This design comes from an exercise in tuning for small area, a short achievable clock period and few clock cycles on the open sky130 flow, not from production work. Only simulation tests tie the RTL to the original design; equivalence was not proved.

[flow/run.sh]
#!/bin/bash
# synth_recipe.tcl (not shown) runs the flow's synth.tcl, then flattens the netlist and writes it again
# the make line also repeats each setting of config.mk as NAME=value (left out here)
make -C /OpenROAD-flow-scripts/flow DESIGN_CONFIG=/design/flow/config.mk WORK_HOME=/design/flow/orfs CLKGATE_MAP_FILE= SYNTH_SCRIPT=/design/flow/synth_recipe.tcl finish
[flow/config.mk]
export PLATFORM = sky130hd
export DESIGN_NAME = resolve_core
export DESIGN_NICKNAME = resolve_core
export VERILOG_FILES = /design/flow/design.v
export SDC_FILE = /design/flow/constraint.sdc
export NUM_CORES = 4
export LEC_CHECK = 0
export CAP_MARGIN = 20
export CORE_MARGIN = 2
export CORE_UTILIZATION = 60
export SLEW_MARGIN = 20
[flow/constraint.sdc]
create_clock -name core_clock -period 10.0 [get_ports {clk}]
set_input_delay 2.0000 -clock core_clock [delete_from_list [all_inputs] [get_ports {clk}]]
set_output_delay 2.0000 -clock core_clock [all_outputs]
set_load 0.01 [all_outputs]
[flow/design.v]
module resolve_core (
    input  wire        clk,
    input  wire        rst,             
    input  wire        start,
    input  wire [9:0]  cand_lag,
    input  wire [9:0]  lag_min,
    input  wire [9:0]  max_dist,
    input  wire [7:0]  subthr_pct,
    output reg         busy,
    output reg  [9:0]  dt_addr,
    input  wire [9:0]  dt_data,
    output reg         done,
    output reg         err,
    output reg  [9:0]  corr_lag,
    output reg  [9:0]  divisor
);
    localparam PH_IDLE = 2'd0;
    localparam PH_DIVD = 2'd1;
    localparam PH_DIVT = 2'd2;
    localparam PH_RUN  = 2'd3;
    localparam T_NONE = 2'd0;
    localparam T_K1   = 2'd1;       
    localparam T_KW   = 2'd2;       
    reg [1:0]  ph;
    reg        kmode;               
    reg [9:0]  c_r;
    reg [11:0] th_t;
    reg [6:0]  th_r;
    reg [2:0]  mcnt;
    reg [9:0]  wdm1;
    reg [9:0]  wim1;
    reg [11:0] wr;
    reg [11:0] wb;                  
    reg [2:0]  ul;                  
    reg [12:0] ds;                  
    reg        ucont;               
    reg [2:0]  lp;                  
    reg [1:0]  ta_kind, tb_kind;
    reg        ta_last, tb_last;
    reg [9:0]  tb_dm1, tb_im1;
    reg [10:0] tb_r;
    reg [9:0]  kn;                  
    function ge_c10;                
        input [9:0] x;
        input [9:0] k;
        integer j;
        reg r;
        begin
            r = 1'b1;
            for (j = 0; j < 10; j = j + 1)
                r = k[j] ? (x[j] & r) : (x[j] | r);
            ge_c10 = r;
        end
    endfunction
    function [12:0] den_sh;
        input [9:0] dm1;
        input [2:0] l;
        reg [18:0] v;
        begin
            case (l)
                3'd0:    v = {8'd0, dm1, 1'b0};
                3'd1:    v = {6'd0, dm1, 3'd0};
                3'd2:    v = {4'd0, dm1, 5'd0};
                3'd3:    v = {2'd0, dm1, 7'd0};
                default: v = {dm1, 9'd0};
            endcase
            den_sh = {|v[18:12], v[11:0]};
        end
    endfunction
    wire        big = ds[12];
    wire [14:0] d1  = {3'd0, ds[11:0]};
    wire [14:0] d2  = {2'd0, ds[11:0], 1'b0};
    wire [14:0] d4  = {1'd0, ds[11:0], 2'b0};
    wire [14:0] xa  = {3'd0, wr};
    wire [14:0] xb  = {3'd0, wb};
    wire [14:0] s0 = xa + xb;
    wire [14:0] s1 = xa + xb - d1;
    wire [14:0] s2 = xa + xb - d2;
    wire [14:0] s3 = xa + xb - d2 - d1;
    wire [14:0] s4 = xa + xb - d4;
    wire g1  = !big && !s1[14];
    wire g2  = !big && !s2[14];
    wire g3  = !big && !s3[14];
    wire ovf = !big && !s4[14];
    wire [1:0]  dig  = {g2, (g1 && !g2) || g3};
    wire [11:0] urem = ({12{g3}}        & s3[11:0])
                     | ({12{g2 && !g3}} & s2[11:0])
                     | ({12{g1 && !g2}} & s1[11:0])
                     | ({12{!g1}}       & s0[11:0]);
    wire [7:0]  kq     = ucont ? kn[7:0] : 8'd0;
    wire [9:0]  u_q    = {kq, dig};
    wire [9:0]  addb    = kmode ? tb_im1 : {kq, 2'b00};
    wire [9:0]  bm0     = wim1 + addb;
    wire [7:0]  bh1     = bm0[9:2] + 8'd1;
    reg  [2:0]  lo_a, lo_b;         
    always @* begin
        case ({bm0[1:0], dig})
            4'b0000: begin lo_a = 3'd0; lo_b = 3'd1; end
            4'b0001: begin lo_a = 3'd1; lo_b = 3'd2; end
            4'b0010: begin lo_a = 3'd2; lo_b = 3'd3; end
            4'b0011: begin lo_a = 3'd3; lo_b = 3'd4; end
            4'b0100: begin lo_a = 3'd1; lo_b = 3'd2; end
            4'b0101: begin lo_a = 3'd2; lo_b = 3'd3; end
            4'b0110: begin lo_a = 3'd3; lo_b = 3'd4; end
            4'b0111: begin lo_a = 3'd4; lo_b = 3'd5; end
            4'b1000: begin lo_a = 3'd2; lo_b = 3'd3; end
            4'b1001: begin lo_a = 3'd3; lo_b = 3'd4; end
            4'b1010: begin lo_a = 3'd4; lo_b = 3'd5; end
            4'b1011: begin lo_a = 3'd5; lo_b = 3'd6; end
            4'b1100: begin lo_a = 3'd3; lo_b = 3'd4; end
            4'b1101: begin lo_a = 3'd4; lo_b = 3'd5; end
            4'b1110: begin lo_a = 3'd5; lo_b = 3'd6; end
            default: begin lo_a = 3'd6; lo_b = 3'd7; end
        endcase
    end
    wire [9:0]  im1_nx  = {lo_a[2] ? bh1 : bm0[9:2], lo_a[1:0]};
    wire [9:0]  i_nx    = {lo_b[2] ? bh1 : bm0[9:2], lo_b[1:0]};
    wire [2:0]  lq = (|u_q[9:8]) ? 3'd4 : (|u_q[7:6]) ? 3'd3 : (|u_q[5:4]) ? 3'd2 :
                     (|u_q[3:2]) ? 3'd1 : 3'd0;
    wire [9:0] md   = tb_r[9:0];
    wire [10:1] mg;
    genvar gi;
    generate
        for (gi = 1; gi <= 10; gi = gi + 1) begin : g_md
            assign mg[gi] = ge_c10(md, gi * 100);
        end
    endgenerate
    wire [3:0] md_a = mg[10] ? 4'd10 : mg[9] ? 4'd9 : mg[8] ? 4'd8 : mg[7] ? 4'd7 :
                      mg[6] ? 4'd6 : mg[5] ? 4'd5 : mg[4] ? 4'd4 : mg[3] ? 4'd3 :
                      mg[2] ? 4'd2 : mg[1] ? 4'd1 : 4'd0;
    reg  [9:0] md_h;
    always @* begin
        case (md_a)
            4'd0: md_h = 10'd0;    4'd1: md_h = 10'd100;  4'd2: md_h = 10'd200;
            4'd3: md_h = 10'd300;  4'd4: md_h = 10'd400;  4'd5: md_h = 10'd500;
            4'd6: md_h = 10'd600;  4'd7: md_h = 10'd700;  4'd8: md_h = 10'd800;
            4'd9: md_h = 10'd900;  default: md_h = 10'd1000;
        endcase
    end
    wire [9:0] md_b = md - md_h;
    wire [1:0] tg   = tb_im1[7:6];
    wire [6:0] t_b  = tb_r[6:0];
    wire [3:0] t_a  = tb_r[10:7];
    wire [9:0] tp   = {1'b0, th_r, 2'b00} + (tg[1] ? {2'b0, t_b, 1'b0} : 10'd0)
                                         + (tg[0] ? {3'b0, t_b} : 10'd0);
    wire [6:1] tgk;
    generate
        for (gi = 1; gi <= 6; gi = gi + 1) begin : g_tk
            assign tgk[gi] = ge_c10(tp, gi * 100);
        end
    endgenerate
    wire [2:0] tk   = {tgk[4], (tgk[2] && !tgk[4]) || tgk[6],
                       (tgk[1] && !tgk[2]) || (tgk[3] && !tgk[4]) || (tgk[5] && !tgk[6])};
    reg  [9:0] tk_h;
    always @* begin
        case (tk)
            3'd0: tk_h = 10'd0;    3'd1: tk_h = 10'd100;  3'd2: tk_h = 10'd200;
            3'd3: tk_h = 10'd300;  3'd4: tk_h = 10'd400;  3'd5: tk_h = 10'd500;
            default: tk_h = 10'd600;
        endcase
    end
    wire [9:0]  tr_n = tp - tk_h;
    wire [11:0] tt_n = {th_t[9:0], 2'b00} + (tg[1] ? {7'd0, t_a, 1'b0} : 12'd0)
                                        + (tg[0] ? {8'd0, t_a} : 12'd0) + {9'd0, tk};
    wire is_weak = (th_t[11:10] == 2'b00) && (dt_data > th_t[9:0]);
    wire b_k1     = (tb_kind == T_K1);
    wire b_kw     = (tb_kind == T_KW);
    wire b_d2     = (tb_dm1 == 10'd1);
    wire in_run   = (ph == PH_RUN);
    wire flush_k1 = in_run && b_k1 && !is_weak && !b_d2;
    wire fail_kw  = in_run && b_kw && is_weak;
    wire end_k1   = b_k1 && b_d2;
    wire end_kw   = b_kw && !is_weak && tb_last;
    wire end_run  = in_run && (end_k1 || end_kw);
    wire w_ge3    = |wdm1[9:1];
    wire flow_go  = in_run && !kmode && w_ge3 && !flush_k1 && !end_run;
    wire issue_kw = in_run && kmode && !fail_kw && !end_kw && (kn != 10'd0);
    wire tb_upd   = in_run && !kmode && !flush_k1;
    wire thr_ok   = (mcnt >= 3'd3);
    always @(posedge clk) begin
        if (rst) begin
            ph <= PH_IDLE; kmode <= 1'b0;
            busy <= 1'b0; done <= 1'b0; err <= 1'b0;
            corr_lag <= 10'd0; divisor <= 10'd0; dt_addr <= 10'd0;
            c_r <= 10'd0; th_t <= 12'd0; th_r <= 7'd0; mcnt <= 3'd7;
            wdm1 <= 10'd0; wim1 <= 10'd0; wr <= 12'd0; wb <= 12'd0;
            ul <= 3'd0; ucont <= 1'b0; lp <= 3'd0; ds <= 13'd0;
            ta_kind <= T_NONE; tb_kind <= T_NONE; ta_last <= 1'b0; tb_last <= 1'b0;
            tb_dm1 <= 10'd0; tb_im1 <= 10'd0; tb_r <= 11'd0;
            kn <= 10'd0;
        end else begin
            done <= 1'b0;
            if (mcnt == 3'd0) begin
                tb_r <= {md_a, md_b[6:0]};
                mcnt <= 3'd1;
            end else if (mcnt <= 3'd4) begin
                th_t   <= tt_n;
                th_r   <= tr_n[6:0];
                tb_im1 <= {tb_im1[7:0], 2'b00};
                mcnt   <= mcnt + 3'd1;
            end
            tb_kind <= (flush_k1 || fail_kw || end_run) ? T_NONE : ta_kind;
            tb_last <= ta_last;
            if (tb_upd) begin
                tb_dm1 <= wdm1;
                tb_im1 <= wim1;
                tb_r   <= wr[10:0];
            end
            ta_kind <= T_NONE;
            ta_last <= 1'b0;
            case (ph)
                PH_IDLE: begin
                    if (start) begin
                        if (lag_min == 10'd0) begin
                            done <= 1'b1;
                            err  <= 1'b1;
                        end else begin
                            busy   <= 1'b1;
                            err    <= 1'b0;
                            c_r    <= cand_lag;
                            tb_im1 <= {2'b0, subthr_pct};
                            tb_r   <= {1'b0, max_dist};
                            th_t   <= 12'd0;
                            th_r   <= 7'd0;
                            mcnt   <= 3'd0;
                            wdm1   <= lag_min;
                            wim1   <= lag_min - 10'd1;
                            wr     <= {1'b0, cand_lag, 1'b0};
                            wb     <= 12'd0;
                            ul     <= 3'd2;
                            ds     <= den_sh(lag_min, 3'd2);
                            kn     <= 10'd0;
                            ucont  <= 1'b1;
                            kmode  <= 1'b0;
                            lp     <= 3'd0;
                            ph     <= PH_DIVD;
                        end
                    end
                end
                PH_DIVD: begin
                    if (ovf) begin
                        ul <= ul + 3'd1;
                        ds <= den_sh(wdm1, ul + 3'd1);
                    end else if (ul != 3'd0) begin
                        wr <= urem;
                        kn <= {kq, dig};
                        ul <= ul - 3'd1;
                        ds <= den_sh(wdm1, ul - 3'd1);
                    end else if (!(|u_q[9:1])) begin
                        divisor  <= 10'd1;
                        corr_lag <= c_r;
                        busy     <= 1'b0;
                        done     <= 1'b1;
                        ucont    <= 1'b0;
                        ph       <= PH_IDLE;
                    end else begin
                        wdm1  <= u_q;
                        ds    <= den_sh(u_q, 3'd0);
                        wr    <= urem;
                        wb    <= {2'b0, u_q};
                        ucont <= 1'b0;
                        ph    <= PH_DIVT;
                    end
                end
                PH_DIVT, PH_RUN: begin
                    if (end_run) begin
                        if (end_k1) begin
                            divisor  <= is_weak ? 10'd1 : 10'd2;
                            corr_lag <= is_weak ? c_r : tb_im1 + 10'd1;
                        end else begin
                            divisor  <= tb_dm1 + 10'd1;
                            corr_lag <= tb_im1 + 10'd1;
                        end
                        busy  <= 1'b0;
                        done  <= 1'b1;
                        kmode <= 1'b0;
                        ucont <= 1'b0;
                        ph    <= PH_IDLE;
                    end else if (flush_k1) begin
                        wdm1  <= tb_dm1 + 10'd1;
                        ds    <= den_sh(tb_dm1 + 10'd1, 3'd0);
                        wim1  <= tb_im1;
                        wr    <= {1'b0, tb_r};
                        wb    <= {1'b0, tb_r} + {2'b0, tb_dm1} + 12'd1;
                        kn    <= tb_dm1 - 10'd1;
                        kmode <= 1'b1;
                        ucont <= 1'b0;
                        ul    <= 3'd0;
                    end else if (fail_kw) begin
                        wdm1  <= tb_dm1;
                        wim1  <= tb_im1;
                        wr    <= {1'b0, tb_r};
                        wb    <= {1'b0, tb_im1, 1'b1};
                        kmode <= 1'b0;
                        ucont <= 1'b0;
                        ul    <= lp;
                        ds    <= den_sh(tb_dm1, lp);
                    end else if (issue_kw) begin
                        wr      <= urem;
                        wim1    <= im1_nx;
                        dt_addr <= i_nx;
                        kn      <= kn - 10'd1;
                        ta_kind <= T_KW;
                        ta_last <= (kn == 10'd1);
                    end else if (flow_go || ph == PH_DIVT) begin
                        if (ovf) begin
                            if (!ucont) begin
                                wr <= s0[11:0];
                                wb <= 12'd0;
                                kn <= 10'd0;
                            end
                            ul    <= ul + 3'd1;
                            ds    <= den_sh(wdm1, ul + 3'd1);
                            ucont <= 1'b1;
                        end else if (ul != 3'd0) begin
                            wr    <= urem;
                            wb    <= 12'd0;
                            kn    <= {kq, dig};
                            ul    <= ul - 3'd1;
                            ds    <= den_sh(wdm1, ul - 3'd1);
                            ucont <= 1'b1;
                        end else if (ph == PH_RUN || thr_ok) begin
                            wdm1    <= wdm1 - 10'd1;
                            wim1    <= im1_nx;
                            wr      <= urem;
                            wb      <= {1'b0, im1_nx, 1'b1};
                            dt_addr <= i_nx;
                            ta_kind <= T_K1;
                            ucont   <= 1'b0;
                            lp      <= lq;
                            ul      <= lq;
                            ds      <= den_sh(wdm1 - 10'd1, lq);
                            ph      <= PH_RUN;
                        end
                    end
                end
                default: ;
            endcase
        end
    end
endmodule
==> impl_results.md, run 1 <==
- Outcome: no timing/DRC/antenna violations
- Largest fanout on the critical path: 8
- RSZ-0062 raised after global routing: no
- Largest area contributor in the netlist: dfxtp_1
- Min-delay src: ta_kind[0]
- Min cycle time layout: 7.69 ns
- Clock Sinks: 178
- Place WS: 2.60 ns
- Core Footprint: 28500 um^2
- Clk latency of the worst-skew pair: 0.49 ns
- Most used cell, CP: ha_1
- Post-synth ARST share: 0
- Wire length on met2: 28.6 mm
- Initial antenna violation count: 2
- CP Class: flop to flop
- Rel. slew slack: 0.217
- Starting density of the core: 0.607
- Worst setup margin: around 2.3 ns
- Post-route DRC: 0
- Final period util: 0.769
- Final-report setup violation count: 0
- Initial DRT Pass Iterations: 8
- Worst slew pin tran: around 1.2 ns
- Clk_skew: 0.0181 ns
- IO Pins: 84
- H-Tree Depth: 4
- Syn_area_per_cell: 7.28 um^2
- Setup Fix Bufs, Post-CTS: 0
- First-pass GRT wire length: approximately 100 mm
- Hold WS: 0.439 ns
- M1 wire length: 25.5 mm
- Total Nets Final: 2547
- Final Hold Viols: 0
- Total grt overflow: 0
- Worst Hold Depth: 1
- Seq/Total Area, Yosys: 0.206
- Wire per inst: 24.8 um
- Die footprint: ~30000 um^2
- Multi-input gate area: 12700 um^2
- Antenna viol nets, final: 0
- Sequential cell area: 3560 um^2
- Total number of vias: 19500
- Max-cap viol count: 0
- Reg2Reg Launch Point: wr[0]
- Yosys cell types: 94
- Rows: 62
- Largest net degree at the start of global routing: 83
- Dpl cell area: 18300 um^2
- Worst R2R Setup Slack: 2.31 ns
- HPWL Detailed: 49.8 mm
- Die height: 174 um
- Hold Path Sink: tb_kind[0]
- Critical path required time: 10.32 ns
- Vias per cell: 7.11
- # port buffers: 83
- Met3 WL: 8.98 mm
- CP Capture Type: flop
- Design area: 18900 um^2
- Hold Crit Class: flop to flop
- Max layer used: met5
- Dominant cells by area after synthesis: dfxtp_1, ha_1, nand2_1
- Cells on worst reg2reg path: 27
- Post-synth EDFFs: 0
- N_diodes: 0
- Max-slew violations: 0
- FILL cells: around 2600
- Fmax: between 100 and 150 MHz
- Critical Path Slowest Stage Cell: a41oi_1
- Reg-to-reg endpoint: wb[9]
- CP delay by family, top: compound AO/OA/AOI/OAI gates
- Crit-path max cell delay: about 0.86 ns
- Synthesized flop and latch total: 178
- All-layer global routing usage: 0.436
- Area Overhead vs Synth: 8.81%
- Hold_buf cts: 0
- Nature of the critical path startpoint: flop
- DRT iter0 DRCs: 2761
- Post-CTS sizing: 0
- Worst-path clk slew: 0.09 ns
- Post-Syn Area: 17300 um^2
- Share of layout cells above drive strength 1: 0.0526
- Setup TNS: 0 ns
- CTS Buffer Depth: 2
- CP arrival: 8.01 ns
- Mapped Cells: 2380
- Global placement routability congestion: 1.10
- CTS tree: done
- Share of the synthesized area in the top cell type: 0.206
- TritonCTS buffer count: 17
- Total number of yosys warnings: 1
- Syn_nets: 2581
- CP Buf/Inv Count: 2
- Total Wirelength: between 60 and 70 mm
- CTS root buffer: clkbuf_16
- Die Wd: 174 um
- Ys flop type: dfxtp_1
- Number of global-route vias before repair: 17600
cells in the final DEF, fill, tap and decap left out, types with 20 or more instances in the layout:
cell,n
a211oi_1,56
a21o_1,39
a21oi_1,208
a311oi_1,31
a31oi_1,20
and3_1,23
buf_4,42
clkdlybuf4s50_1,82
dfxtp_1,177
ha_1,131
inv_1,110
mux2i_1,29
nand2_1,284
nand2b_1,26
nand3_1,61
nor2_1,218
nor2b_1,25
nor3_1,57
o211ai_1,58
o21ai_0,147
xnor2_1,72
xor2_1,43
synthesized netlist by cell type (8+ instances only):
master / n
ha_1: 131
a21o_1: 39
a32o_1: 11
nand3_1: 61
o21a_1: 18
inv_1: 110
buf_2: 11
mux2i_1: 29
a222oi_1: 16
o21ai_0: 147
o31ai_1: 9
nand2b_1: 26
nor2b_1: 26
a311oi_1: 31
clkbuf_1: 154
fa_1: 19
a31oi_1: 20
nor3b_1: 9
xor2_1: 43
o221ai_1: 16
nor2_1: 220
a32oi_1: 8
nand3b_1: 8
a21oi_1: 209
or2_2: 8
nor4_1: 10
a22oi_1: 9
or3_1: 15
nand2_1: 284
and3_1: 23
nor3_1: 59
o22ai_1: 19
o31a_1: 10
and2_1: 16
a211oi_1: 56
o211ai_1: 58
buf_1: 9
dfxtp_1: 178
xnor2_1: 72
o211a_1: 8
a221oi_1: 19
nand4_1: 16
a211o_1: 11
how the worst max path moves through the flow:
stage              end  slack [ns]  cells after the start  startpoint
2_1_floorplan  wim1[9]        4.06                     27       wr[0]
3_3_place_gp     wb[3]        2.84                     26       wr[0]
3_5_place_dp     wb[9]        2.60                     27       wr[0]
4_1_cts          wb[9]        2.57                     27       wr[0]
5_1_grt          wb[9]        1.71                     27       wr[0]
6_report         wb[9]        2.31                     27       wr[0]
registers in the layout, indices dropped and copies added (netlist names), 7 cells and up:
signal,count
wb,12
kn,10
divisor,10
c_r,10
wdm1,10
wr,12
corr_lag,10
tb_dm1,10
tb_im1,10
wim1,10
th_t,12
ds,12
th_r,7
tb_r,11
dt_addr,10
kinds of logic (layout without fill, tap and decap cells):
kind of cell | Yosys count | in the layout | share of synthesized area
xor+xnor | 115 | 115 | 0.0581
compound gates | 813 | 813 | 0.322
mux | 32 | 32 | 0.0193
flops | 178 | 178 | 0.206
buf+inv | 289 | 268 | 0.0643
fa+ha+maj | 150 | 150 | 0.117
simple gates | 803 | 803 | 0.214
area by class of cell:
cell class,count,area share
clock inverter,14,0.00723
multi-input combinational,1913,0.673
inverter,112,0.0223
tap,384,0.0255
timing repair buffer,124,0.0602
sequential,178,0.189
clock buffer,18,0.0233
metrics by stage:
stage | std cells | util
CTS | 2743 | 0.660
global placement | 2711 | 0.640
floorplan | 2380 | -
global route | 2743 | 0.661
finish | 2743 | 0.661
detailed placement | 2711 | 0.640
layer usage:
| metal | GRT usage | up-vias |
|---|---|---|
| met5 | 0 | - |
| met2 | 0.655 | 1425 |
| met1 | 0.562 | 9008 |
| met4 | 0.254 | 4 |
| li1 | - | 8696 |
| met3 | 0.120 | 370 |
Testbench counts, summed over its fixed seeds: cycles 9,493.
==> inputs of run 2 (changes only) <==
--- a/flow/config.mk
+++ b/flow/config.mk
@@ -7,5 +7,7 @@
 export LEC_CHECK = 0
+export ABC_CLOCK_PERIOD_IN_PS = 5000
 export CAP_MARGIN = 20
 export CORE_MARGIN = 2
-export CORE_UTILIZATION = 60
+export CORE_UTILIZATION = 40
+export SETUP_SLACK_MARGIN = 4.5
 export SLEW_MARGIN = 20
==> impl_results.md, run 2 <==
- Share of layout cells above drive strength 1: 0.130
- Antenna viol nets, final: 0
- Largest net degree at the start of global routing: 73
- H-Tree Depth: 4
- # port buffers: 83
- Post-Syn Area: 17300 um^2
- Initial antenna violation count: 3
- RSZ-0062 raised after global routing: yes
- Seq/Total Area, Yosys: 0.206
- Syn_area_per_cell: 7.28 um^2
- Ys flop type: dfxtp_1
- TritonCTS buffer count: 17
- First-pass GRT wire length: 113 mm
- Clk latency of the worst-skew pair: a little over 0.5 ns
- Commonest non-fill, non-tap cell in the layout: nand2_1
- Total number of vias: about 20000
- CTS tree: done
- Post-synth ARST share: 0
- Max-cap viol count: 0
- Most frequent cells in the layout: nand2_1, nor2_1, a21oi_1, dfxtp_1, o21ai_0
- Wire per inst: 25.3 um
- Worst slew pin tran: 0.987 ns
- Area Overhead vs Synth: 18.4%
- Global placement routability congestion: 1.01
- Share of the synthesized area in the top cell type: 0.206
- Die height: 212 um
- Worst-path clk slew: approximately 0.080 ns
- Count of non-filler cells in the finished layout: 3019
- Largest fanout on the critical path: 7
- Max-slew violations: 0
- FILL cells: 4291
- Rows: 76
- Nature of the critical path startpoint: flop
- HPWL Detailed: 54.8 mm
- Die footprint: between 40000 and 50000 um^2
- Final Hold Viols: 0
- Post-route DRC: 0
- Largest area contributor in the netlist: dfxtp_1
- IO Pins: 84
- Most used cell, CP: ha_4
- Critical path required time: 10.39 ns
- Hold Crit Class: flop to flop
- Post-synth EDFFs: 0
- CP Class: flop to flop
- Critical Path Slowest Stage Cell: a221o_2
- Clk_skew: 0.0115 ns
- Outcome: no timing/DRC/antenna violations
- Mapped Cells: 2380
- Total Nets Final: 2621
- Initial DRT Pass Iterations: 9
- Top cells by count, synth: nand2_1, nor2_1, a21oi_1
- Post-Place Cells: 2916
- Final period util: 0.588
- Yosys cell types: 94
- Die Wd: 212 um
- Crit-path max cell delay: 0.41 ns
- Core Footprint: 42900 um^2
- Count leader, synth: nand2_1
- Min cycle time layout: 5.88 ns
- CTS root buffer: clkbuf_16
- Clock Sinks: 178
- Total number of yosys warnings: 1
- Starting density of the core: 0.404
- Rel. slew slack: 0.336
- CP Capture Type: flop
- Total grt overflow: 0
- Syn_nets: 2581
- Synthesized flop and latch total: 178
- DRT iter0 DRCs: 2125
- Fmax: about 170 MHz
- Vias per cell: 6.49
- Number of global-route vias before repair: ~18000
- CP arrival: roughly 6.3 ns
- Dominant cells by area after synthesis: dfxtp_1, ha_1, nand2_1
- Setup TNS: 0 ns
- Worst R2R Setup Slack: 4.12 ns
- Total Wirelength: 76.3 mm
- All-layer global routing usage: 0.334
- CTS Buffer Depth: 2
- Final-report setup violation count: 0
run 2: critical path: cells and delay by family (launching register included):
family          cells  cell delay (ns)
fa+ha+maj           5             1.16
flops               1             0.34
xor+xnor            1             0.08
compound gates     11             2.53
simple gates        8             1.06
buf+inv             5             0.59
run 2: area by class of cell:
type	count	area (um^2)	area share
flip-flops and latches	178	3590	0.175
diodes	1	2.50	0.000122
clock inverters	11	105	0.00512
multi-input cells	1914	13500	0.657
inverters	112	429	0.0209
clock buffers	21	450	0.0220
repair buffers	197	1730	0.0843
well taps	585	732	0.0357
run 2: what timing repair did:
action	CTS	global route
buffers inserted	43	25
pin swaps	56	42
gates resized for setup	102	68
cloned	0	1
hold buffers	0	0
hold endpoints to repair	0	0
endpoints found under the setup margin	102	95
run 2: worst paths after layout:
| check | startpoint | to | cells after the start |
|---|---|---|---|
| setup reg to reg | wb[0] | wb[10] | 30 |
| hold reg to reg | ta_kind[0] | tb_kind[0] | 1 |
| hold / removal | ta_kind[0] | tb_kind[0] | 1 |
| setup / recovery | wb[0] | wb[10] | 30 |
run 2: logic make-up after synthesis:
family | share of synthesized area
multiplexers | 0.0193
buffers and inverters | 0.0643
adder cells (fa/ha/maj) | 0.117
AO/OA/AOI/OAI | 0.322
XOR/XNOR | 0.0581
flip-flops | 0.206
AND/OR/NAND/NOR | 0.214
run 2: metrics by stage:
| step | setup WS [ns] | util | cell area (um^2) | hold slack (ns) |
|---|---|---|---|---|
| after floorplan | 4.46 | - | 17400 | 0.406 |
| after global placement | 3.58 | 0.435 | 18700 | 0.409 |
| after detailed placement | 3.46 | 0.435 | 18700 | 0.411 |
| after CTS | 4.35 | 0.467 | 20000 | 0.420 |
| after global routing | 3.95 | 0.478 | 20500 | 0.446 |
| final | 4.12 | 0.478 | 20500 | 0.414 |
run 2: per-layer routing:
layer | global-route usage | vias up | share of wire
li1 | - | 8842 | -
met1 | 0.424 | 9324 | 0.40
met2 | 0.528 | 1121 | 0.45
met3 | 0.0648 | 291 | 0.088
met4 | 0.197 | 4 | 0.061
met5 | 0 | - | 0.00037
==> inputs of run 3 (changes only) <==
--- a/flow/config.mk
+++ b/flow/config.mk
@@ -7,3 +7,2 @@
 export LEC_CHECK = 0
-export ABC_CLOCK_PERIOD_IN_PS = 5000
 export CAP_MARGIN = 20
@@ -11,3 +10,2 @@
 export CORE_UTILIZATION = 40
-export SETUP_SLACK_MARGIN = 4.5
 export SLEW_MARGIN = 20
==> impl_results.md, run 3 <==
- Synthesized flop and latch total: approximately 180
- Count of non-filler cells in the finished layout: 2945
- TritonCTS buffer count: 17
- Total Nets Final: 2548
- Min cycle time layout: between 7 and 8 ns
- Setup TNS: 0 ns
- Total Wirelength: 71.8 mm
- Max-cap viol count: 0
- DRT iter0 DRCs: 2389
- CP Capture Type: flop
- N_diodes: 0
- Post-Place Cells: roughly 2900
- Final period util: 0.720
- Rows: 76
- Outcome: no timing/DRC/antenna violations
- CTS root buffer: clkbuf_16
- Worst slew pin tran: 1.14 ns
- Commonest non-fill, non-tap cell in the layout: nand2_1
- Share of layout cells above drive strength 1: 0.0530
- Hold_buf cts: 0
- Die height: around 210 um
- CP arrival: 7.59 ns
- Max-slew violations: 0
- RSZ-0062 raised after global routing: no
- Post-synth EDFFs: 0
- Final Hold Viols: 0
- Nature of the critical path startpoint: flop
- Post-synth ARST share: 0
- Antenna viol nets, final: 0
- Clk latency of the worst-skew pair: 0.47 ns
- Largest fanout on the critical path: 15
- Dominant cells by area after synthesis: dfxtp_1, ha_1, nand2_1
- Clock Sinks: 178
- Final-report setup violation count: 0
- Wire per inst: between 20 and 25 um
- CP Class: flop to flop
- H-Tree Depth: 4
- Share of the synthesized area in the top cell type: 0.206
- Vias per cell: 6.40
- Rel. slew slack: 0.234
- Initial antenna violation count: 0
- CTS tree: done
- Starting density of the core: 0.404
- Largest area contributor in the netlist: dfxtp_1
- Most frequent cells in the layout: nand2_1, nor2_1, a21oi_1, dfxtp_1, o21ai_0
- IO Pins: 84
- Total number of vias: 18800
- Global placement routability congestion: 0.976
- Area Overhead vs Synth: 10.4%
- Post-Syn Area: 17300 um^2
- Fmax: 139 MHz
- Die Wd: 212 um
- # port buffers: 83
- Top cells by count, synth: nand2_1, nor2_1, a21oi_1
- Total grt overflow: 0
- Seq/Total Area, Yosys: 0.206
- Hold Crit Class: flop to flop
- Setup Fix Bufs, Post-CTS: 0
- Largest net degree at the start of global routing: 68
- Die footprint: 45000 um^2
- Count leader, synth: nand2_1
- Yosys cell types: 94
- Syn_area_per_cell: 7.28 um^2
- CTS Buffer Depth: 2
- Post-CTS sizing: 0
- Clk_skew: approximately 0.017 ns
- HPWL Detailed: 53.5 mm
- Number of global-route vias before repair: approximately 18000
- Critical path required time: 10.38 ns
- All-layer global routing usage: 0.314
- Core Footprint: 42900 um^2
- Worst-path clk slew: 0.07 ns
- Mapped Cells: 2380
- First-pass GRT wire length: around 110 mm
- Initial DRT Pass Iterations: 9
- Syn_nets: about 2600
- Ys flop type: dfxtp_1
- Post-route DRC: 0
- Total number of yosys warnings: 1
-- run 3: cell counts after synthesis --
Identical to the previous run, type by type.
-- run 3: final timing paths --
path	from	endpoint	slack, ns	cells past startpoint
min	ta_kind[1]	tb_kind[1]	0.43	1
max	wr[2]	wb[4]	2.80	27
max reg2reg	wr[2]	wb[4]	2.80	27
min reg2reg	ta_kind[1]	tb_kind[1]	0.43	1
-- run 3: cell families (layout without fill, tap and decap cells) --
kind of cell               Yosys count  in the layout  synth area share
buffers and inverters              289            269            0.0643
adders and majority gates          150            150             0.117
xor gates and xnor gates           115            115            0.0581
AOI/OAI and AO/OA                  813            813             0.322
and+or+nand+nor                    803            803             0.214
DFF                                178            178             0.206
muxes                               32             32            0.0193
-- run 3: critical path, stage by stage, from the launching register on --
cell and delay (ns):
dfxtp_1 0.34, ha_1 0.35, and3_1 0.20, o21ai_0 0.29
a21oi_1 0.21, a21o_1 0.22, a2111oi_0 0.41, nor3_1 0.12
xor2_1 0.36, ha_1 0.38, a21oi_1 0.16, o21ai_0 0.19
a21bo_2 0.25, nor2_1 0.08, buf_4 0.24, clkinv_1 0.43
o21ai_1 0.53, nand2_1 0.22, ha_1 0.26, nand2_1 0.07
nor2_1 0.04, a21o_1 0.17, a41oi_1 0.61, mux2i_1 0.19
or3_1 0.33, a21oi_1 0.16, o21ai_0 0.12, a21oi_1 0.17
-- run 3: layer usage --
metal  global-route usage  vias to the layer above  wire length, um
met5                    0                        -                0
met4                0.152                        0             3630
met3               0.0487                      212             6180
met2                0.504                      990            32000
met1                0.412                     8956            29900
li1                     -                     8690                -
-- run 3: area by class of cell --
cell class	count	area (um^2)
Multi-Input combinational cell	1913	12700
Tap cell	585	732
Clock inverter	12	116
Timing Repair Buffer	125	1140
Inverter	112	420
Sequential cell	178	3560
Clock buffer	20	457
Fill cell	4359	23700
-- run 3: through the flow --
step                      utilization  area (um^2)  hold slack [ns]  setup WS (ns)
after global routing            0.446        19100            0.462           2.32
after global placement          0.433        18600            0.409           3.04
after floorplan                     -        17300            0.406           4.06
after detailed placement        0.433        18600            0.415           2.94
final                           0.446        19100            0.429           2.80
after CTS                       0.446        19100            0.433           2.91
==> inputs of run 4 (changes only) <==
--- a/flow/config.mk
+++ b/flow/config.mk
@@ -7,5 +7,7 @@
 export LEC_CHECK = 0
+export ABC_CLOCK_PERIOD_IN_PS = 6000
 export CAP_MARGIN = 20
 export CORE_MARGIN = 2
-export CORE_UTILIZATION = 40
+export CORE_UTILIZATION = 55
+export SETUP_SLACK_MARGIN = 3
 export SLEW_MARGIN = 20
==> impl_results.md, run 4 <==
- Area Overhead vs Synth: 9.88%
- Share of the synthesized area in the top cell type: 0.206
- Worst-path clk slew: roughly 0.08 ns
- Rel. slew slack: 0.183
- Clock Sinks: 178
- Starting density of the core: 0.554
- Final period util: 0.671
- Clk_skew: 0.0189 ns
- Commonest non-fill, non-tap cell in the layout: nand2_1
- Yosys cell types: 94
- Largest area contributor in the netlist: dfxtp_1
- Design area: 19000 um^2
- CP Class: flop to flop
- Seq/Total Area, Yosys: 0.206
- Post-synth ARST share: 0
- Post-Synth XOR/XNOR Area: 0.0581
- Global placement routability congestion: ~1.0
- Syn_nets: 2581
- Post-Syn Area: roughly 17000 um^2
- Core Footprint: 31300 um^2
- Max-slew violations: 0
- Worst R2R Setup Slack: 3.29 ns
- Nature of the critical path startpoint: flop
- Post-synth EDFFs: 0
- Reg-to-reg endpoint: wb[9]
- CP arrival: 7.02 ns
- Dpl cell area: 18300 um^2
- Most frequent cells in the layout: nand2_1, nor2_1, a21oi_1, dfxtp_1, o21ai_0
- Total number of vias: 19300
- Number of global-route vias before repair: 17800
- IO Pins: 84
- Worst slew pin tran: 1.21 ns
- Initial DRT Pass Iterations: 7
- Setup crit end: wb[9]
- Min cycle time layout: 6.71 ns
- Setup TNS: 0 ns
- CTS tree: done
- Rows: 65
- HPWL Detailed: 50.7 mm
- Total number of yosys warnings: 1
- Fmax: roughly 150 MHz
- Largest family of logic cells by synthesized area: compound AO/OA/AOI/OAI gates
- Final-report setup violation count: 0
- Vias per cell: between 6 and 7
- Mapped Cells: 2380
- Top cells by count, synth: nand2_1, nor2_1, a21oi_1
- Hold Crit Class: flop to flop
- FILL cells: 2979
- Die footprint: approximately 33000 um^2
- Dominant cells by area after synthesis: dfxtp_1, ha_1, nand2_1
- Die Wd: 182 um
- Total Nets Final: 2552
- Largest net degree at the start of global routing: between 60 and 70
- All-layer global routing usage: 0.413
- Die height: about 180 um
- Reg2Reg Launch Point: wr[2]
- Simple-gate share of the synthesized area: 0.214
- Post-route DRC: 0
- CTS root buffer: clkbuf_16
- DRT iter0 DRCs: 2414
- CTS Buffer Depth: 2
- Ys flop type: dfxtp_1
- Max-cap viol count: 0
- Critical path required time: 10.31 ns
- Clk latency of the worst-skew pair: 0.47 ns
- Share of layout cells above drive strength 1: 0.0580
- Cells on worst reg2reg path: 26
- Multiplexer share of the synthesized area: 0.0193
- Initial antenna violation count: 3
- Hold_buf cts: 0
- Synth Area in Adders: 0.117
- Count leader, synth: nand2_1
- Syn_area_per_cell: 7.28 um^2
- H-Tree Depth: 4
- Antenna viol nets, final: 0
- Total grt overflow: 0
- Total Wirelength: 69.4 mm
- TritonCTS buffer count: 17
- Synthesized flop and latch total: around 180
- Compound-Gate Fraction of Synth Area: 0.322
- Final Hold Viols: 0
- CP Capture Type: flop
- Crit. Startpoint: wr[2]
- Wire per inst: between 20 and 30 um
- Largest fanout on the critical path: 9
- RSZ-0062 raised after global routing: yes
- Outcome: no timing/DRC/antenna violations
- First-pass GRT wire length: 106 mm
- # port buffers: just over 80
run 4: cell counts after synthesis:
No cell type changed its count.
run 4: worst min path at each step:
stage                 end  cells after the start  slack (ns)  startpoint
6_report       tb_kind[1]                      1        0.43  ta_kind[1]
5_1_grt        tb_kind[1]                      1        0.46  ta_kind[1]
4_1_cts        tb_kind[1]                      1        0.43  ta_kind[1]
3_5_place_dp   tb_kind[1]                      1        0.41  ta_kind[1]
3_3_place_gp   tb_kind[1]                      1        0.41  ta_kind[1]
2_1_floorplan  tb_kind[0]                      1        0.41  ta_kind[0]
run 4: cell families after synthesis:
kind of cell | Yosys count
compound gates | 813
xor+xnor | 115
mux | 32
buf+inv | 289
fa+ha+maj | 150
simple gates | 803
flops | 178
run 4: critical path, cell delays in order (launching register included):
cell and delay [ns]:
dfxtp_1 0.34, ha_1 0.38, and3_1 0.21, o21ai_0 0.29, a21oi_1 0.20, a21o_1 0.21
a2111oi_0 0.41, nor3_1 0.16, xor2_2 0.33, ha_1 0.37, a21oi_1 0.15, o21ai_0 0.17
a31o_2 0.35, a21o_1 0.27, a311o_1 0.51, nand2_1 0.20, inv_1 0.06, ha_1 0.21
mux2i_1 0.16, a21o_1 0.18, a41oi_4 0.05, buf_12 0.20, a2111oi_1 0.48, xnor2_1 0.21
nor3_1 0.07, a211oi_1 0.28, o22ai_1 0.12
run 4: layout make-up:
class                      count  area, um^2  share of cell area
multi-input combinational   1913       12800               0.670
sequential                   178        3560               0.187
timing repair buffer         129        1190              0.0623
tap                          402         503              0.0264
clock buffer                  20         467              0.0245
inverter                     112         420              0.0221
clock inverter                12         144             0.00755
antenna                        1        2.50            0.000131
run 4: stage by stage:
stage	hold WS (ns)	setup WS [ns]	util	std cells
global placement	0.411	2.91	0.586	2733
detailed placement	0.413	2.65	0.586	2733
floorplan	0.406	4.06	-	2380
finish	0.431	3.29	0.608	2767
global route	0.463	2.88	0.608	2767
CTS	0.431	3.14	0.606	2765
run 4: what timing repair did:
action	in CTS	in global routing
setup buffers	0	1
endpoints found under the setup margin	16	23
gates resized for setup	2	8
run 4: per-layer routing:
metal / up-vias / wire length, um / global-route usage / share of wire
met2: 1290 / 29400 / 0.633 / 0.42
met3: 274 / 8480 / 0.105 / 0.12
met4: 4 / 3920 / 0.208 / 0.056
met1: 8994 / 27600 / 0.540 / 0.40
li1: 8704 / - / - / -
met5: - / 32 / 0 / 0.00046
==> inputs of run 5 (changes only) <==
--- a/flow/design.v
+++ b/flow/design.v
@@ -80,6 +80,43 @@
     wire [14:0] s4 = xa + xb - d4;
-    wire g1  = !big && !s1[14];
-    wire g2  = !big && !s2[14];
-    wire g3  = !big && !s3[14];
-    wire ovf = !big && !s4[14];
+    function sgn3;                  
+        input [15:0] a, b, c;
+        input cin;
+        reg [15:0] s, cy;
+        reg [14:0] g, p, g2, p2;
+        integer i, k;
+        begin
+            s  = a ^ b ^ c;
+            cy = {((a[14:0] & b[14:0]) | (a[14:0] & c[14:0]) | (b[14:0] & c[14:0])), 1'b0};
+            g  = s[14:0] & cy[14:0];
+            p  = s[14:0] | cy[14:0];
+            g[0] = g[0] | (p[0] & cin);
+            for (k = 1; k < 15; k = k * 2) begin
+                g2 = g; p2 = p;
+                for (i = k; i < 15; i = i + 1) begin
+                    g2[i] = g[i] | (p[i] & g[i-k]);
+                    p2[i] = p[i] & p[i-k];
+                end
+                g = g2; p = p2;
+            end
+            sgn3 = s[15] ^ cy[15] ^ g[14];
+        end
+    endfunction
+    function sgn4;                  
+        input [15:0] a, b, c, d;
+        reg [15:0] s1, c1;
+        begin
+            s1 = a ^ b ^ c;
+            c1 = {((a[14:0] & b[14:0]) | (a[14:0] & c[14:0]) | (b[14:0] & c[14:0])), 1'b1};
+            sgn4 = sgn3(s1, c1, d, 1'b1);
+        end
+    endfunction
+    wire [15:0] fa_ = {4'd0, wr};
+    wire [15:0] fb_ = {4'd0, wb};
+    wire [15:0] n1  = ~{4'd0, ds[11:0]};
+    wire [15:0] n2  = ~{3'd0, ds[11:0], 1'b0};
+    wire [15:0] n4  = ~{2'd0, ds[11:0], 2'b0};
+    wire g1  = !big && !sgn3(fa_, fb_, n1, 1'b1);
+    wire g2  = !big && !sgn3(fa_, fb_, n2, 1'b1);
+    wire g3  = !big && !sgn4(fa_, fb_, n1, n2);
+    wire ovf = !big && !sgn3(fa_, fb_, n4, 1'b1);
     wire [1:0]  dig  = {g2, (g1 && !g2) || g3};
--- a/flow/config.mk
+++ b/flow/config.mk
@@ -7,7 +7,7 @@
 export LEC_CHECK = 0
-export ABC_CLOCK_PERIOD_IN_PS = 6000
+export ABC_CLOCK_PERIOD_IN_PS = 4000
 export CAP_MARGIN = 20
 export CORE_MARGIN = 2
-export CORE_UTILIZATION = 55
-export SETUP_SLACK_MARGIN = 3
+export CORE_UTILIZATION = 40
+export SETUP_SLACK_MARGIN = 5
 export SLEW_MARGIN = 20
==> impl_results.md, run 5 <==
- CTS tree: done
- Nature of the critical path startpoint: flop
- Share of layout cells above drive strength 1: 0.132
- Final period util: 0.516
- Clk latency of the worst-skew pair: 0.47 ns
- Largest fanout on the critical path: 5
- Final design utilization: 0.472
- Dpl cell area: approximately 20000 um^2
- Initial DRT Pass Iterations: 9
- Hold Crit Class: flop to flop
- GR Util met2: 0.503
- Syn_nets: 2745
- Min cycle time layout: between 5 and 6 ns
- Yosys cell types: slightly above 100
- Mapped Cells: 2490
- Worst-path clk slew: 0.08 ns
- Top cells by count, synth: nand2_1, a21oi_1, nor2_1
- Cells on worst reg2reg path: 27
- Share of the synthesized area in the top cell type: 0.191
- Post-Syn Area: 18600 um^2
- IO Pins: between 80 and 90
- CP Class: flop to flop
- Ys flop type: dfxtp_1
- Rel. slew slack: 0.399
- Syn_area_per_cell: about 7.5 um^2
- Design area: 21800 um^2
- Synthesized flop and latch total: 178
- HPWL Detailed: 55.9 mm
- First-pass GRT wire length: 114 mm
- Setup TNS: 0 ns
- H-Tree Depth: 4
- Critical path required time: 10.38 ns
- Core Footprint: approximately 46000 um^2
- Total grt overflow: 0
- Vias per cell: 6.30
- Max-cap viol count: 0
- Final-report setup violation count: 0
- CTS root buffer: clkbuf_16
- Total number of yosys warnings: 1
- Total number of vias: 19900
- Final Hold Viols: 0
- CP Capture Type: flop
- Rows: 79
- Post-synth ARST share: 0
- Die footprint: 48300 um^2
- Hold_buf cts: 0
- Critical Path Slowest Stage Cell: fa_1
- Global placement routability congestion: ~1
- Total Wirelength: 76.3 mm
- Fmax: 194 MHz
- GR peak layer: met2
- Die height: roughly 220 um
- Seq/Total Area, Yosys: 0.191
- Wire per inst: 24.2 um
- Largest net degree at the start of global routing: 72
- Crit-path max cell delay: 0.44 ns
- Setup crit end: th_t[11]
- Count leader, synth: nand2_1
- Starting density of the core: 0.402
- Met1 global-route usage: 0.393
- DRT iter0 DRCs: 2420
- Initial antenna violation count: 0
- CTS Buffer Depth: 2
- RSZ-0062 raised after global routing: yes
- Number of global-route vias before repair: between 15000 and 20000
- Most frequent cells in the layout: nand2_1, a21oi_1, nor2_1, dfxtp_1, inv_1
- Clock Sinks: 178
- Antenna viol nets, final: 0
- Total Nets Final: 2793
- All-layer global routing usage: 0.309
- N_diodes: 0
- # port buffers: 83
- Worst R2R Setup Slack: slightly below 5 ns
- Max-slew violations: 0
- GR Layer Usage met3: 0.0560
- Most used cell, CP: inv_2
- Reg2Reg Launch Point: tb_im1[7]
- TritonCTS buffer count: 17
- Dominant cells by area after synthesis: dfxtp_1, ha_1, a21oi_1
- Largest area contributor in the netlist: dfxtp_1
- Reg-to-reg endpoint: th_t[11]
- Clk_skew: ~0.018 ns
- CP arrival: between 5 and 6 ns
- Crit. Startpoint: tb_im1[7]
- Post-synth EDFFs: 0
- Outcome: no timing/DRC/antenna violations
- Worst slew pin tran: around 0.9 ns
- Commonest non-fill, non-tap cell in the layout: nand2_1
- Die Wd: 220 um
- Area Overhead vs Synth: 17.3%
- Post-route DRC: 0
==> run 5: worst min path at each step <==
stage,start,end,slack [ns],cells after the start
final,ta_kind[1],tb_kind[1],0.43,1
after global routing,ta_kind[0],tb_kind[0],0.45,1
after CTS,ta_kind[1],tb_kind[1],0.43,1
after detailed placement,ta_kind[1],tb_kind[1],0.41,1
after global placement,ta_kind[1],tb_kind[1],0.41,1
after floorplan,ta_kind[0],tb_kind[0],0.41,1
==> run 5: what timing repair did <==
action,in CTS,in global routing
gates resized for setup,83,65
pin swaps,22,27
setup endpoints to repair,112,85
cloned,2,3
buffers inserted,37,33
==> run 5: per-layer routing <==
metal / part of all wire / vias to the layer above
met3: 0.090 / 257
li1: - / 9057
met5: 0 / -
met1: 0.40 / 9512
met2: 0.45 / 1057
met4: 0.057 / 0
==> run 5: cell families (layout without fill, tap and decap cells) <==
group	after synthesis	count (layout)	share of synthesized area
and+or+nand+nor	794	795	0.200
muxes	26	26	0.0151
DFF	178	178	0.191
AOI/OAI and AO/OA	826	827	0.298
buffers and inverters	329	388	0.0698
xor gates and xnor gates	126	126	0.0612
adders and majority gates	211	211	0.165
==> run 5: final cells by class <==
class                           instances  area [um^2]
Fill cell                            4586        24400
Multi-Input combinational cell       1985        14400
Sequential cell                       178         3600
Timing Repair Buffer                  198         1890
Tap cell                              607          759
Inverter                              158          601
Clock buffer                           19          453
Clock inverter                         13          118
==> run 5: metrics by stage <==
stage          setup WS, ns  hold WS (ns)  std cells
2_1_floorplan          4.86         0.406       2490
3_3_place_gp           3.79         0.413       3051
3_5_place_dp           3.66         0.412       3051
4_1_cts                4.87         0.430       3122
5_1_grt                4.58         0.451       3158
6_report               4.84         0.430       3158
==> run 5: critical path: cells and delay by family (launching register included) <==
family	cells	cell delay (ns)
and+or+nand+nor	8	1.02
AOI/OAI and AO/OA	8	1.38
xor gates and xnor gates	1	0.14
adders and majority gates	6	1.89
buffers and inverters	4	0.31
DFF	1	0.33
Testbench counts of run 5, summed over its fixed seeds: cycles 9,493.
==> inputs of run 6 (changes only) <==
--- a/flow/config.mk
+++ b/flow/config.mk
@@ -10,4 +10,5 @@
 export CORE_MARGIN = 2
-export CORE_UTILIZATION = 40
+export CORE_UTILIZATION = 50
 export SETUP_SLACK_MARGIN = 5
 export SLEW_MARGIN = 20
+export TNS_END_PERCENT = 100
==> impl_results.md, run 6 <==
- Die footprint: 38800 um^2
- IO Pins: 84
- Post-route DRC: 0
- Final period util: 0.508
- Antenna viol nets, final: 0
- N_diodes: 0
- Multiplexer share of the synthesized area: 0.0151
- Ys flop type: dfxtp_1
- Worst Hold Depth: 1
- Rel. slew slack: 0.396
- Setup TNS: 0 ns
- Largest net degree at the start of global routing: 76
- Simple-gate share of the synthesized area: 0.200
- Min-delay src: ta_kind[0]
- Number of global-route vias before repair: 18700
- CTS tree: done
- Syn_nets: 2745
- Vias per cell: 6.64
- Largest area contributor in the netlist: dfxtp_1
- CP Capture Type: flop
- Final Hold Viols: 0
- Final-report setup violation count: 0
- Synth Area in Adders: 0.165
- Most frequent cells in the layout: nand2_1, a21oi_1, nor2_1, dfxtp_1, inv_1
- Worst R2R Setup Slack: 4.92 ns
- Clock Sinks: 178
- Post-Syn Area: 18600 um^2
- Max-slew violations: 0
- Global placement routability congestion: 1.04
- Nature of the critical path startpoint: flop
- Worst slew pin tran: 0.903 ns
- Clk_skew: 0.0180 ns
- Share of the synthesized area in the top cell type: 0.191
- Synthesized flop and latch total: 178
- Post-synth ARST share: 0
- Syn_area_per_cell: 7.48 um^2
- Wire per inst: about 25 um
- Cells on worst reg2reg path: 27
- Total number of vias: 20000
- CTS Buffer Depth: 2
- Core Footprint: 36600 um^2
- Mapped Cells: 2490
- Total number of yosys warnings: 1
- Reg-to-reg endpoint: th_t[11]
- Die Wd: 197 um
- Initial antenna violation count: 0
- H-Tree Depth: 4
- Reg2Reg Launch Point: tb_im1[6]
- Area Overhead vs Synth: 16.6%
- Hold Path Sink: tb_kind[0]
- Total Nets Final: between 2000 and 3000
- Hold_buf cts: 0
- Post-synth EDFFs: 0
- Outcome: no timing/DRC/antenna violations
- Share of layout cells above drive strength 1: 0.134
- Commonest non-fill, non-tap cell in the layout: nand2_1
- Rows: 70
- Max-cap viol count: 0
- CTS root buffer: clkbuf_16
- TritonCTS buffer count: 17
- Starting density of the core: 0.509
- # port buffers: 83
- Fmax: 197 MHz
- Largest fanout on the critical path: 6
- DRT iter0 DRCs: between 2000 and 2500
- Initial DRT Pass Iterations: 9
- Min cycle time layout: 5.08 ns
- Post-Synth XOR/XNOR Area: 0.0612
- Largest family of logic cells by synthesized area: compound AO/OA/AOI/OAI gates
- Seq/Total Area, Yosys: 0.191
- Total grt overflow: 0
- Clk latency of the worst-skew pair: 0.48 ns
- Die height: between 150 and 200 um
- Dominant cells by area after synthesis: dfxtp_1, ha_1, a21oi_1
- Total Wirelength: 76.8 mm
- Hold Crit Class: flop to flop
- Hold WS: 0.442 ns
- RSZ-0062 raised after global routing: yes
- Worst-path clk slew: 0.08 ns
- CP arrival: 5.45 ns
- Yosys cell types: 102
- HPWL Detailed: 55.1 mm
- Compound-Gate Fraction of Synth Area: 0.298
- Count leader, synth: nand2_1
- CP Class: flop to flop
- All-layer global routing usage: 0.385
- Critical path required time: 10.38 ns
- Top cells by count, synth: nand2_1, a21oi_1, nor2_1
- First-pass GRT wire length: 114 mm
run 6: area by class of cell:
class / count / area, um^2
inverter: 158 / 601
clock inverter: 15 / 160
sequential: 178 / 3620
clock buffer: 17 / 425
timing repair buffer: 196 / 1850
tap: 468 / 586
fill: 3449 / 14900
multi-input combinational: 1985 / 14500
run 6: per-layer routing:
metal	GRT usage	share of wire
met1	0.505	0.40
met5	0	0
met4	0.183	0.059
met3	0.0779	0.10
met2	0.608	0.44
run 6: logic make-up after synthesis:
family	count (synthesis)
AOI/OAI and AO/OA	826
xor gates and xnor gates	126
adders and majority gates	211
buffers and inverters	329
DFF	178
muxes	26
and+or+nand+nor	794
run 6: worst max-delay path by stage:
stage / start / end / slack, ns / cells past startpoint
3_3_place_gp: dt_data[6] / dt_addr[8] / 3.65 / 13
4_1_cts: tb_im1[7] / th_t[10] / 4.85 / 24
6_report: tb_im1[6] / th_t[11] / 4.92 / 27
2_1_floorplan: tb_im1[6] / th_t[10] / 4.86 / 26
3_5_place_dp: dt_data[6] / dt_addr[8] / 3.52 / 13
5_1_grt: tb_im1[6] / th_t[10] / 4.67 / 25
run 6: timing repair:
| action | in CTS | in global routing |
|---|---|---|
| buffers inserted | 35 | 34 |
| resized for setup | 82 | 81 |
| setup endpoints to repair | 110 | 100 |
| pin swaps | 29 | 30 |
| cloned | 2 | 3 |
run 6: critical path: stages, from the launching register on:
cell and delay [ns]:
dfxtp_4 0.38, buf_6 0.12, nand2_2 0.06, fa_1 0.51
inv_2 0.05, ha_1 0.29, a21o_1 0.17, a21oi_2 0.21
o211ai_1 0.17, xor2_2 0.22, o311a_1 0.18, or2_4 0.25
a21boi_4 0.17, inv_2 0.05, fa_2 0.34, inv_2 0.07
fa_1 0.42, inv_2 0.08, ha_4 0.13, a21o_1 0.12
a21oi_2 0.07, nor2b_2 0.14, o21ai_1 0.07, nand2_1 0.10
and3_4 0.21, nand3_1 0.09, xnor2_1 0.14, a211oi_1 0.19
run 6: metrics by stage:
| step | instances | util | cell area [um^2] | setup slack [ns] |
|---|---|---|---|---|
| 5_1_grt | 3017 | 0.593 | 21700 | 4.67 |
| 3_5_place_dp | 2911 | 0.540 | 19800 | 3.52 |
| 2_1_floorplan | 2490 | - | 18700 | 4.86 |
| 3_3_place_gp | 2911 | 0.540 | 19800 | 3.65 |
| 6_report | 3017 | 0.593 | 21700 | 4.92 |
| 4_1_cts | 2980 | 0.575 | 21000 | 4.85 |
==> inputs of run 7 (changes only) <==
--- a/flow/config.mk
+++ b/flow/config.mk
@@ -7,3 +7,3 @@
 export LEC_CHECK = 0
-export ABC_CLOCK_PERIOD_IN_PS = 4000
+export ABC_CLOCK_PERIOD_IN_PS = 2500
 export CAP_MARGIN = 20
==> impl_results.md, run 7 <==
- Outcome: no timing/DRC/antenna violations
- Clock Sinks: 178
- Setup TNS: 0 ns
- Worst slew pin tran: 0.903 ns
- Count leader, synth: nand2_1
- Mapped Cells: 2490
- Max-cap viol count: 0
- Reg2Reg Launch Point: tb_im1[6]
- Die footprint: a little under 40000 um^2
- Vias per cell: about 6.6
- Share of layout cells above drive strength 1: 0.134
- Largest net degree at the start of global routing: 76
- Total number of vias: 20000
- Min-delay src: ta_kind[0]
- Clk latency of the worst-skew pair: 0.48 ns
- Total Nets Final: 2791
- Final Hold Viols: 0
- Core Footprint: about 37000 um^2
- Fmax: approximately 200 MHz
- Place WS: roughly 3.5 ns
- First-pass GRT wire length: 114 mm
- Post-synth EDFFs: 0
- Total Wirelength: between 70 and 80 mm
- Worst-path clk slew: 0.08 ns
- Initial antenna violation count: 0
- RSZ-0062 raised after global routing: yes
- Die height: ~200 um
- Rows: 70
- Antenna viol nets, final: 0
- Post-route DRC: 0
- All-layer global routing usage: 0.385
- CTS root buffer: clkbuf_16
- Share of the synthesized area in the top cell type: 0.191
- Ys flop type: dfxtp_1
- Total grt overflow: 0
- HPWL Detailed: 55.1 mm
- Seq/Total Area, Yosys: 0.191
- Dominant cells by area after synthesis: dfxtp_1, ha_1, a21oi_1
- Syn_area_per_cell: approximately 7.5 um^2
- Largest area contributor in the netlist: dfxtp_1
- CP Class: flop to flop
- Post-synth ARST share: 0
- Rel. slew slack: 0.396
- DRT iter0 DRCs: 2481
- Worst setup margin: around 4.9 ns
- Number of global-route vias before repair: 18700
- Global placement routability congestion: 1.04
- Yosys cell types: between 100 and 150
- Max-slew violations: 0
- TritonCTS buffer count: 17
- Hold Crit Class: flop to flop
- Total number of yosys warnings: 1
- Area Overhead vs Synth: 16.6%
- Nature of the critical path startpoint: flop
- Initial DRT Pass Iterations: 9
- Final period util: 0.508
- Synthesized flop and latch total: 178
- Commonest non-fill, non-tap cell in the layout: nand2_1
- Largest fanout on the critical path: 6
- CTS tree: done
- Post-Syn Area: 18600 um^2
- CP arrival: 5.45 ns
- H-Tree Depth: 4
- N_diodes: 0
- Die Wd: 197 um
- CP Capture Type: flop
- Min cycle time layout: 5.08 ns
- Clk_skew: 0.0180 ns
- Starting density of the core: 0.509
- Syn_nets: roughly 2700
- Hold_buf cts: 0
- Top cells by count, synth: nand2_1, a21oi_1, nor2_1
- Most frequent cells in the layout: nand2_1, a21oi_1, nor2_1, dfxtp_1, inv_1
- Wire per inst: 25.4 um
- # port buffers: 83
- IO Pins: 84
- Final-report setup violation count: 0
- Crit. Startpoint: tb_im1[6]
- CTS Buffer Depth: 2
- Critical path required time: 10.38 ns
==> run 7: cell counts in the layout (fill, tap and decap cells not counted) <==
No cell type changed its count.
==> run 7: worst paths after layout <==
| check | endpoint | slack (ns) | cells after the start |
|---|---|---|---|
| min | tb_kind[0] | 0.44 | 1 |
| max reg2reg | th_t[11] | 4.92 | 27 |
| min reg2reg | tb_kind[0] | 0.44 | 1 |
| max | th_t[11] | 4.92 | 27 |
==> run 7: kinds of logic after synthesis <==
logic type	Yosys count	synth area share
buffers and inverters	329	0.0698
AOI/OAI and AO/OA	826	0.298
muxes	26	0.0151
DFF	178	0.191
xor gates and xnor gates	126	0.0612
and+or+nand+nor	794	0.200
adders and majority gates	211	0.165
==> run 7: per-stage QoR <==
stage	cells	instance area, um^2	util	hold slack, ns
global placement	2911	19800	0.540	0.421
floorplan	2490	18700	-	0.406
finish	3017	21700	0.593	0.442
global route	3017	21700	0.593	0.471
detailed placement	2911	19800	0.540	0.424
CTS	2980	21000	0.575	0.439
==> run 7: critical path, cell delays in order (launching register included) <==
cell	delay, ns
dfxtp_4	0.38
buf_6	0.12
nand2_2	0.06
fa_1	0.51
inv_2	0.05
ha_1	0.29
a21o_1	0.17
a21oi_2	0.21
o211ai_1	0.17
xor2_2	0.22
o311a_1	0.18
or2_4	0.25
a21boi_4	0.17
inv_2	0.05
fa_2	0.34
inv_2	0.07
fa_1	0.42
inv_2	0.08
ha_4	0.13
a21o_1	0.12
a21oi_2	0.07
nor2b_2	0.14
o21ai_1	0.07
nand2_1	0.10
and3_4	0.21
nand3_1	0.09
xnor2_1	0.14
a211oi_1	0.19
==> run 7: final cells by class <==
class	instances	area, um^2
Inverter	158	601
Clock inverter	15	160
Fill cell	3449	14900
Multi-Input combinational cell	1985	14500
Tap cell	468	586
Sequential cell	178	3620
Clock buffer	17	425
Timing Repair Buffer	196	1850
==> run 7: metal layers <==
metal / share of wire / global-route usage / up-vias
met1: 0.40 / 0.505 / 9443
met4: 0.059 / 0.183 / 0
met2: 0.44 / 0.608 / 1219
met3: 0.10 / 0.0779 / 296
met5: 0 / 0 / -
li1: - / - / 9068
==> run 7: timing repair <==
action	CTS	global route
pin swaps	29	30
buffers inserted	35	34
resized for setup	82	81
endpoints found under the setup margin	110	100
gates cloned	2	3

re-timing with driven ports:
How much do the figures lean on ideal ports? The routed layouts below were timed once more, with nothing changed but the port constraints. Step 1 sets driving cells, clkbuf_16 on the clock port and buf_2 on the other inputs (assumed; they add their load-dependent delay and slew). Step 2 moves the port delays by t, midway between the first and last clock arrival at a register: inputs arrive t later, outputs are due t later. That takes back most of the time a late clock gives input paths. a / b / c = ideal / step 1 / step 2; a / b = the first two.
run	t, ns	setup WS [ns]	latest minus earliest clock arrival (ns)	worst data-port slew with drivers (ns)	cell pins on the clock port's net
run 1	0.534	2.314 / 2.314 / 2.314	0.018 / 0.018	0.06	1
run 2	0.564	4.125 / 4.125 / 3.941	0.012 / 0.011	0.04	1
run 3	0.516	2.796 / 2.796 / 2.796	0.017 / 0.016	0.06	1
run 4	0.510	3.286 / 3.285 / 3.126	0.019 / 0.019	0.04	1
run 5	0.518	4.837 / 4.837 / 4.474	0.019 / 0.018	0.06	1
run 6	0.526	4.925 / 4.925 / 4.590	0.019 / 0.019	0.06	1
run 7	0.526	4.925 / 4.925 / 4.590	0.019 / 0.019	0.06	1
After both steps setup and hold are still met in every run listed. For run 5, which loses most, drivers alone change the setup slack by 0.000 ns; drivers and shift together by -0.363 ns.
